What follows belongs to an exercise in optimizing a design on an open flow for small area, a short achievable clock period and few clock cycles per item; a production flow would make more cautious choices. Only the layout flow was run in this run; the RTL was not checked for function there. Power figures rest on the tool's default switching activity, not on a simulated workload.

==> design.v <==
module llmp16_alu_ops (
    input  wire [15:0] instr,       
    input  wire [15:0] a,           
    input  wire [15:0] b,           
    output reg  [15:0] result,
    output reg  [3:0]  dest,
    output reg         reg_we,
    output reg  [3:0]  flags,       
    output reg         flags_we
);
    wire [3:0] cls = instr[15:12];
    wire [3:0] t   = instr[11:8];
    wire [3:0] fx  = instr[7:4];
    wire [3:0] fy  = instr[3:0];
    function [19:0] add_op(input [15:0] x, input [15:0] y);
        reg [16:0] s;
        begin
            s = {1'b0, x} + {1'b0, y};
            add_op = {s[15:0], s[15], s[15:0] == 16'd0, s[16],
                      (x[15] == y[15]) && (s[15] != x[15])};
        end
    endfunction
    function [19:0] sub_op(input [15:0] x, input [15:0] y);
        reg [16:0] d;
        begin
            d = {1'b0, x} - {1'b0, y};
            sub_op = {d[15:0], d[15], d[15:0] == 16'd0, x < y,
                      (x[15] != y[15]) && (d[15] != x[15])};
        end
    endfunction
    function [19:0] logic_op(input [15:0] r);
        logic_op = {r, r[15], r == 16'd0, 1'b0, 1'b0};
    endfunction
    function [19:0] shl_op(input [15:0] v, input [15:0] n);
        reg [31:0] s;
        reg        big;
        begin
            big = (|n[15:5]) || (n[4] && (|n[3:0]));
            s   = {16'd0, v} << n[4:0];
            if (big) shl_op = {16'd0, 1'b0, 1'b1, 1'b0, 1'b0};
            else     shl_op = {s[15:0], s[15], s[15:0] == 16'd0, s[16], 1'b0};
        end
    endfunction
    function [19:0] shr_op(input [15:0] v, input [15:0] n);
        reg [31:0] s;
        reg        big;
        begin
            big = (|n[15:5]) || (n[4] && (|n[3:0]));
            s   = {v, 16'd0} >> n[4:0];
            if (big) shr_op = {16'd0, 1'b0, 1'b1, 1'b0, 1'b0};
            else     shr_op = {s[31:16], s[31], s[31:16] == 16'd0, s[15], 1'b0};
        end
    endfunction
    function [19:0] sar_op(input [15:0] v, input [15:0] n);
        reg [31:0] s;
        reg [15:0] r;
        begin
            if (|n[15:4]) begin
                r = {16{v[15]}};
                sar_op = {r, r[15], r == 16'd0, v[15], 1'b0};
            end else begin
                s = $signed({v, 16'd0}) >>> n[3:0];
                sar_op = {s[31:16], s[31], s[31:16] == 16'd0, s[15], 1'b0};
            end
        end
    endfunction
    reg [31:0] prod;
    reg [19:0] rf;    
    always @* begin
        result   = 16'd0;
        dest     = 4'd0;
        reg_we   = 1'b0;
        flags    = 4'd0;
        flags_we = 1'b0;
        rf       = 20'd0;
        prod     = a * b;
        if ((cls == 4'h2 || cls == 4'h3) && t <= 4'd9) begin
            dest     = 4'd0;
            reg_we   = (t != 4'd8) && (t != 4'd9);
            flags_we = 1'b1;
            case (t)
                4'd0: rf = add_op(a, b);
                4'd1: rf = sub_op(a, b);
                4'd2: rf = {prod[15:0], prod[15], prod[15:0] == 16'd0, |prod[31:16], 1'b0};
                4'd5: rf = logic_op(a & b);
                4'd6: rf = logic_op(a | b);
                4'd7: rf = logic_op(a ^ b);
                4'd8: rf = sub_op(a, b);
                4'd9: rf = logic_op(a & b);
                default: rf = 20'd0;    
            endcase
            if ((t == 4'd3 || t == 4'd4) && b == 16'd0) begin
                reg_we   = 1'b0;
                flags_we = 1'b0;
            end
        end else if (cls == 4'h4 && t <= 4'd9) begin
            dest     = fx;
            reg_we   = 1'b1;
            flags_we = 1'b1;
            case (t)
                4'd0: rf = add_op(a, 16'd1);
                4'd1: rf = sub_op(a, 16'd1);
                4'd2: rf = logic_op(~a);
                4'd3: rf = sub_op(16'd0, a);
                4'd4: rf = shl_op(a, b);
                4'd5: rf = shr_op(a, b);
                4'd6: rf = sar_op(a, b);
                4'd7: rf = shl_op(a, {12'd0, fy});
                4'd8: rf = shr_op(a, {12'd0, fy});
                default: rf = sar_op(a, {12'd0, fy});
            endcase
        end
        result = rf[19:4];
        flags  = rf[3:0];
    end
endmodule
module llmp16_divider (
    input  wire        clk,
    input  wire        rst,
    input  wire        start,       
    input  wire [15:0] dividend,
    input  wire [15:0] divisor,
    output wire        busy,
    output wire        last,        
    output wire [15:0] quotient,    
    output wire [15:0] remainder    
);
    reg        running;
    reg [3:0]  count;
    reg [15:0] rem_q;
    reg [15:0] quo_q;
    reg [15:0] div_q;
    wire [16:0] shifted = {rem_q, quo_q[15]};
    wire [16:0] trial   = shifted - {1'b0, div_q};
    wire        fits    = !trial[16];
    wire [15:0] rem_d   = fits ? trial[15:0] : shifted[15:0];
    wire [15:0] quo_d   = {quo_q[14:0], fits};
    assign busy      = running;
    assign last      = running && (count == 4'd15);
    assign quotient  = quo_d;
    assign remainder = rem_d;
    always @(posedge clk) begin
        if (rst) begin
            running <= 1'b0;
            count   <= 4'd0;
        end else if (start) begin
            running <= 1'b1;
            count   <= 4'd0;
            rem_q   <= 16'd0;
            quo_q   <= dividend;
            div_q   <= divisor;
        end else if (running) begin
            rem_q <= rem_d;
            quo_q <= quo_d;
            count <= count + 4'd1;
            if (count == 4'd15)
                running <= 1'b0;
        end
    end
endmodule
module llmp16_alu (
    input  wire        clk,
    input  wire        rst,           
    input  wire        in_valid,
    output wire        in_ready,
    input  wire [15:0] in_instr,      
    input  wire [15:0] in_a,          
    input  wire [15:0] in_b,          
    output reg         out_valid,
    output reg  [15:0] out_result,
    output reg  [3:0]  out_dest,
    output reg         out_reg_we,
    output reg  [3:0]  out_flags,     
    output reg         out_flags_we
);
    wire [15:0] ops_result;
    wire [3:0]  ops_dest;
    wire        ops_reg_we;
    wire [3:0]  ops_flags;
    wire        ops_flags_we;
    llmp16_alu_ops u_ops (
        .instr    (in_instr),
        .a        (in_a),
        .b        (in_b),
        .result   (ops_result),
        .dest     (ops_dest),
        .reg_we   (ops_reg_we),
        .flags    (ops_flags),
        .flags_we (ops_flags_we)
    );
    wire        accept = in_valid && in_ready;
    wire [3:0]  cls    = in_instr[15:12];
    wire [3:0]  t      = in_instr[11:8];
    wire        is_div = (cls == 4'h2 || cls == 4'h3) && (t == 4'd3 || t == 4'd4)
                         && (in_b != 16'd0);
    wire        div_busy, div_last;
    wire [15:0] div_quo, div_rem;
    reg         div_mod;    
    llmp16_divider u_div (
        .clk       (clk),
        .rst       (rst),
        .start     (accept && is_div),
        .dividend  (in_a),
        .divisor   (in_b),
        .busy      (div_busy),
        .last      (div_last),
        .quotient  (div_quo),
        .remainder (div_rem)
    );
    assign in_ready = !div_busy;
    wire [15:0] div_res = div_mod ? div_rem : div_quo;
    always @(posedge clk) begin
        if (rst) begin
            out_valid    <= 1'b0;
            out_result   <= 16'd0;
            out_dest     <= 4'd0;
            out_reg_we   <= 1'b0;
            out_flags    <= 4'd0;
            out_flags_we <= 1'b0;
            div_mod      <= 1'b0;
        end else begin
            out_valid <= 1'b0;
            if (accept && is_div) begin
                div_mod <= (t == 4'd4);
            end else if (accept) begin
                out_valid    <= 1'b1;
                out_result   <= ops_result;
                out_dest     <= ops_dest;
                out_reg_we   <= ops_reg_we;
                out_flags    <= ops_flags;
                out_flags_we <= ops_flags_we;
            end else if (div_last) begin
                out_valid    <= 1'b1;
                out_result   <= div_res;
                out_dest     <= 4'd0;
                out_reg_we   <= 1'b1;
                out_flags    <= {div_res[15], div_res == 16'd0, 2'b00};
                out_flags_we <= 1'b1;
            end
        end
    end
endmodule
==> run.sh <==
#!/bin/bash
# synth_recipe.tcl (not shown) runs the flow's synth.tcl, then flattens the netlist and writes it again
# the make line also repeats each setting of config.mk as NAME=value (left out here)
make -C /OpenROAD-flow-scripts/flow DESIGN_CONFIG=/design/flow/config.mk WORK_HOME=/design/flow/orfs CLKGATE_MAP_FILE= SYNTH_SCRIPT=/design/flow/synth_recipe.tcl finish
==> config.mk <==
export PLATFORM = sky130hd
export DESIGN_NAME = llmp16_alu
export DESIGN_NICKNAME = llmp16_alu
export VERILOG_FILES = /design/flow/design.v
export SDC_FILE = /design/flow/constraint.sdc
export NUM_CORES = 4
export LEC_CHECK = 0
export CAP_MARGIN = 20
export CORE_MARGIN = 2
export CORE_UTILIZATION = 40
export SLEW_MARGIN = 20
==> constraint.sdc <==
create_clock -name core_clock -period 10.0 [get_ports {clk}]
set_input_delay 2.0000 -clock core_clock [delete_from_list [all_inputs] [get_ports {clk}]]
set_output_delay 2.0000 -clock core_clock [all_outputs]
set_load 0.01 [all_outputs]
==> metrics.md <==
| Metric | Value |
|---|---|
| Worst R2R Path Depth | `13` |
| Std-Cell Core Area | `0.0539 mm2` |
| WP buf/inv | `5` |
| DIE HEIGHT | `around 240 um` |
| RSZ-0062 raised after global routing | `false` |
| Via count | `22821` |
| Post-layout min period | `9120 ps` |
| Max FO, Critical Path | `11` |
| Pre-CTS WS | `685 ps` |
| Remaining antenna violation count | `0` |
| Power Total | `5.76 mW` |
| Non-Filler Instances | `3454` |
| Most frequent cells in the layout | `nand2_1 (313), inv_1 (268), nor2_1 (256)` |
| Syn nets | `about 3200` |
| DRC | `0` |
| Status | `no timing/DRC/antenna violations` |
| Placed cell count | `3434` |
| Post-CTS sizing | `0` |
| Register-to-register setup slack | `5630 ps` |
| Max-cap check violation count | `0` |
| Sequential area share after synthesis | `9.53%` |
| Synth cell types | `98` |
| WL/cell | `approximately 30 um` |
| Setup Fix Bufs, Post-CTS | `0` |
| Final worst setup slack | `slightly below 900 ps` |
| GP Congestion | `about 1.0` |
| Syn Area/Cell | `~8 um2` |
| CTS hold repair buffers | `0` |
| CTS tree | `yes` |
| Initial core utilization | `40.5%` |
| Total wire length | `103000 um` |
| # H-tree levels | `3` |
| Number of synthesized register bits | `80` |
| Pre-antenna DRT Iters | `6` |
| Worst slew pin tran | `1130 ps` |
| HP Class | `flip-flop to flip-flop` |
| Final Slew Violations | `0` |
| Leak | `9.76 nW` |
| Setup TNS | `0 ps` |
| CTS Buf Count | `9` |
| Worst slew margin | `about 24%` |
| CTS root buf | `clkbuf_16` |
| CTS clk-pin slew, worst paths | `70 ps` |
| Total GRT Usage | `36.5%` |
| Family with the most delay on the worst path | `adder cells` |
| Vias per inst | `roughly 6.6` |
| Synth Flop Type | `edfxtp_1` |
| Largest net degree at the start of global routing | `a little under 50` |
| CP Capture Type | `flip-flop` |
| Startpoint Class | `input pin` |
| Worst Path Arrival | `9370 ps` |
| Synthesized area | `between 0.02 and 0.025 mm2` |
| Worst path max stage delay | `920 ps` |
| Final setup vio count | `0` |
| Crit path kind | `input pin to flip-flop` |
| Warnings, synthesis | `3` |
| Ports | `79` |
| Clock latency (worst-skew pair) | `360 ps` |
| Die Footprint | `0.0565 mm2` |
| Share of cells above drive strength 1 | `under 10%` |
| Nets@finish | `3173` |
| Ys async rst share | `0%` |
| Required time worst endpoint | `10240 ps` |
| Mapped Cells | `2757` |
| Final Skew | `17.1 ps` |
| Longest Clk Path Bufs | `2` |
| Layout area overhead | `9.03%` |
| EDFF count, synth | `48` |
| CP dominant cell by count | `fa_1` |
| Vias in the first global route | `22434` |
| Fmax | `110 MHz` |
| Worst-path cell chain | `clkdlybuf4s50_1 -> inv_2 -> nor2_1 -> fa_1 -> inv_1 -> fa_1 -> fa_1 -> fa_1 -> inv_1 -> fa_1 -> fa_1 -> ha_1 -> a21oi_1 -> o21ai_0 -> a221oi_1 -> a21boi_0 -> o2111ai_1 -> o41ai_1 -> buf_4 -> a22oi_1 -> a31oi_1 -> a41oi_1 -> nand2_1` |
| Rows | `85` |
| Port Buf Inserts | `78` |
| Crit. path cell count | `23` |
| DRT iter0 DRCs | `2817` |
| Final-report hold violation count | `0` |
| Maximum vdd ir drop | `0.862 mV` |
| Dpl hpwl | `between 70000 and 80000 um` |
| PwrDens | `242 mW/mm2` |
| First-pass GRT wire length | `roughly 150000 um` |
| Antenna violations before repair | `4` |
| Crit share post-route | `91.2%` |
| GRT Residual Overflow | `0` |
| Slowest cell on the critical path | `clkdlybuf4s50_1` |
| Most common cell after layout, fill and taps aside | `nand2_1` |
| Hold depth | `2` |
| Die X | `238 um` |
| Hold WS | `roughly 460 ps` |
| Clk sinks | `80` |
## logic make-up (layout without fill, tap and decap cells)
group	count (synthesis)	count (layout)	synth area share, %
other	0	4	0
XOR/XNOR	81	81	3.33
flip-flops	80	80	9.53
buffers and inverters	490	487	8.95
AO/OA/AOI/OAI	645	645	20.2
multiplexers	125	125	8.97
AND/OR/NAND/NOR	963	963	20.9
adder cells (fa/ha/maj)	373	373	28.1
## cell usage after synthesis, types with 38 or more instances
| library cell | number | share of area, % |
|---|---|---|
| fa_1 | 197 | 18 |
| a211oi_1 | 38 | 1.3 |
| nand3_1 | 59 | 1.4 |
| inv_1 | 268 | 4.6 |
| a21oi_1 | 161 | 3.7 |
| mux2i_1 | 45 | 2.1 |
| nand2_1 | 313 | 5.4 |
| clkbuf_1 | 134 | 2.3 |
| nor2_1 | 257 | 4.4 |
| xnor2_1 | 58 | 2.3 |
| edfxtp_1 | 48 | 6.6 |
| mux4_2 | 54 | 5.6 |
| o21ai_0 | 105 | 2.4 |
| nor3_1 | 67 | 1.5 |
| ha_1 | 176 | 10 |
## report_power, final
group,switching (mW),internal [mW],total (mW)
logic,3.19,1.85,5.04
registers,0.00351,0.350,0.354
clock network,0.166,0.205,0.372
## per-stage QoR
stage / area [um2] / util [%]
after floorplan: 21900 / -
after global placement: 23500 / 43.5
after detailed placement: 23500 / 43.6
after CTS: 23800 / 44.2
after global routing: 23800 / 44.2
final: 23800 / 44.2
## state kept, by name, summed over array words and instances (netlist names)
name,flops
out_flags_we,1
out_result,16
div_mod,1
out_valid,1
out_reg_we,1
out_flags,3
u_div.running,1
u_div.quo_q,16
u_div.count,4
u_div.rem_q,16
out_dest,4
u_div.div_q,16
## metal layers
| layer | routed length (um) | GRT usage (%) | vias to the layer above | share of wire (%) |
|---|---|---|---|---|
| met2 | 44100 | 54.6 | 1452 | 43 |
| met3 | 10700 | 7.68 | 269 | 10 |
| met5 | 13 | 0 | - | 0.013 |
| met4 | 5110 | 16.1 | 2 | 5.0 |
| met1 | 43300 | 50.8 | 11308 | 42 |
| li1 | - | - | 9790 | - |
## area by class of cell
class,count,area [um2]
Timing Repair Buffer,192,1650
Inverter,279,1050
Antenna cell,4,10.0
Clock inverter,5,51.3
Tap cell,696,871
Multi-Input combinational cell,2187,17800
Clock buffer,11,275
Sequential cell,80,2080
Fill cell,5469,30100
## final timing paths
kind	startpoint	end
setup / recovery	in_b[5]	out_flags[2]$_SDFFE_PP0P_
hold / removal	out_result[6]$_SDFFE_PP0P_	out_result[6]$_SDFFE_PP0P_
setup reg to reg	u_div.quo_q[15]$_DFFE_PP_	out_flags[2]$_SDFFE_PP0P_
hold reg to reg	out_result[6]$_SDFFE_PP0P_	out_result[6]$_SDFFE_PP0P_
## worst reg2reg max path: cells and delay by family, from the launching register on
| kind | cells | cell delay, ps |
|---|---|---|
| simple gates | 4 | 1050 |
| mux | 1 | 470 |
| compound gates | 4 | 1170 |
| xor+xnor | 1 | 540 |
| buf+inv | 1 | 70 |
| flops | 1 | 430 |
| fa+ha+maj | 2 | 600 |

-- separate check: timing with driven ports --
Ports are ideal in the flow. The routed layout listed here was re-timed in OpenROAD. Step 1, drivers: a clkbuf_16 drives clk and a buf_2 each remaining input, both assumed. Step 2, shift: input delay + t, output delay - t, t = (earliest + latest rising clock arrival at the registers) / 2. This alone moves slack from input paths to output paths. Three values: no drivers, after step 1, after step 2; two values: the first two.
shift t [ns]: 0.402
setup WS [ns]: 0.875 / 0.901 / 0.498
latest minus earliest clock arrival (ns): 0.017 / 0.017
After both steps setup and hold are still met in this run. For this run, drivers alone change the setup slack by +0.026 ns; drivers and shift together by -0.377 ns.
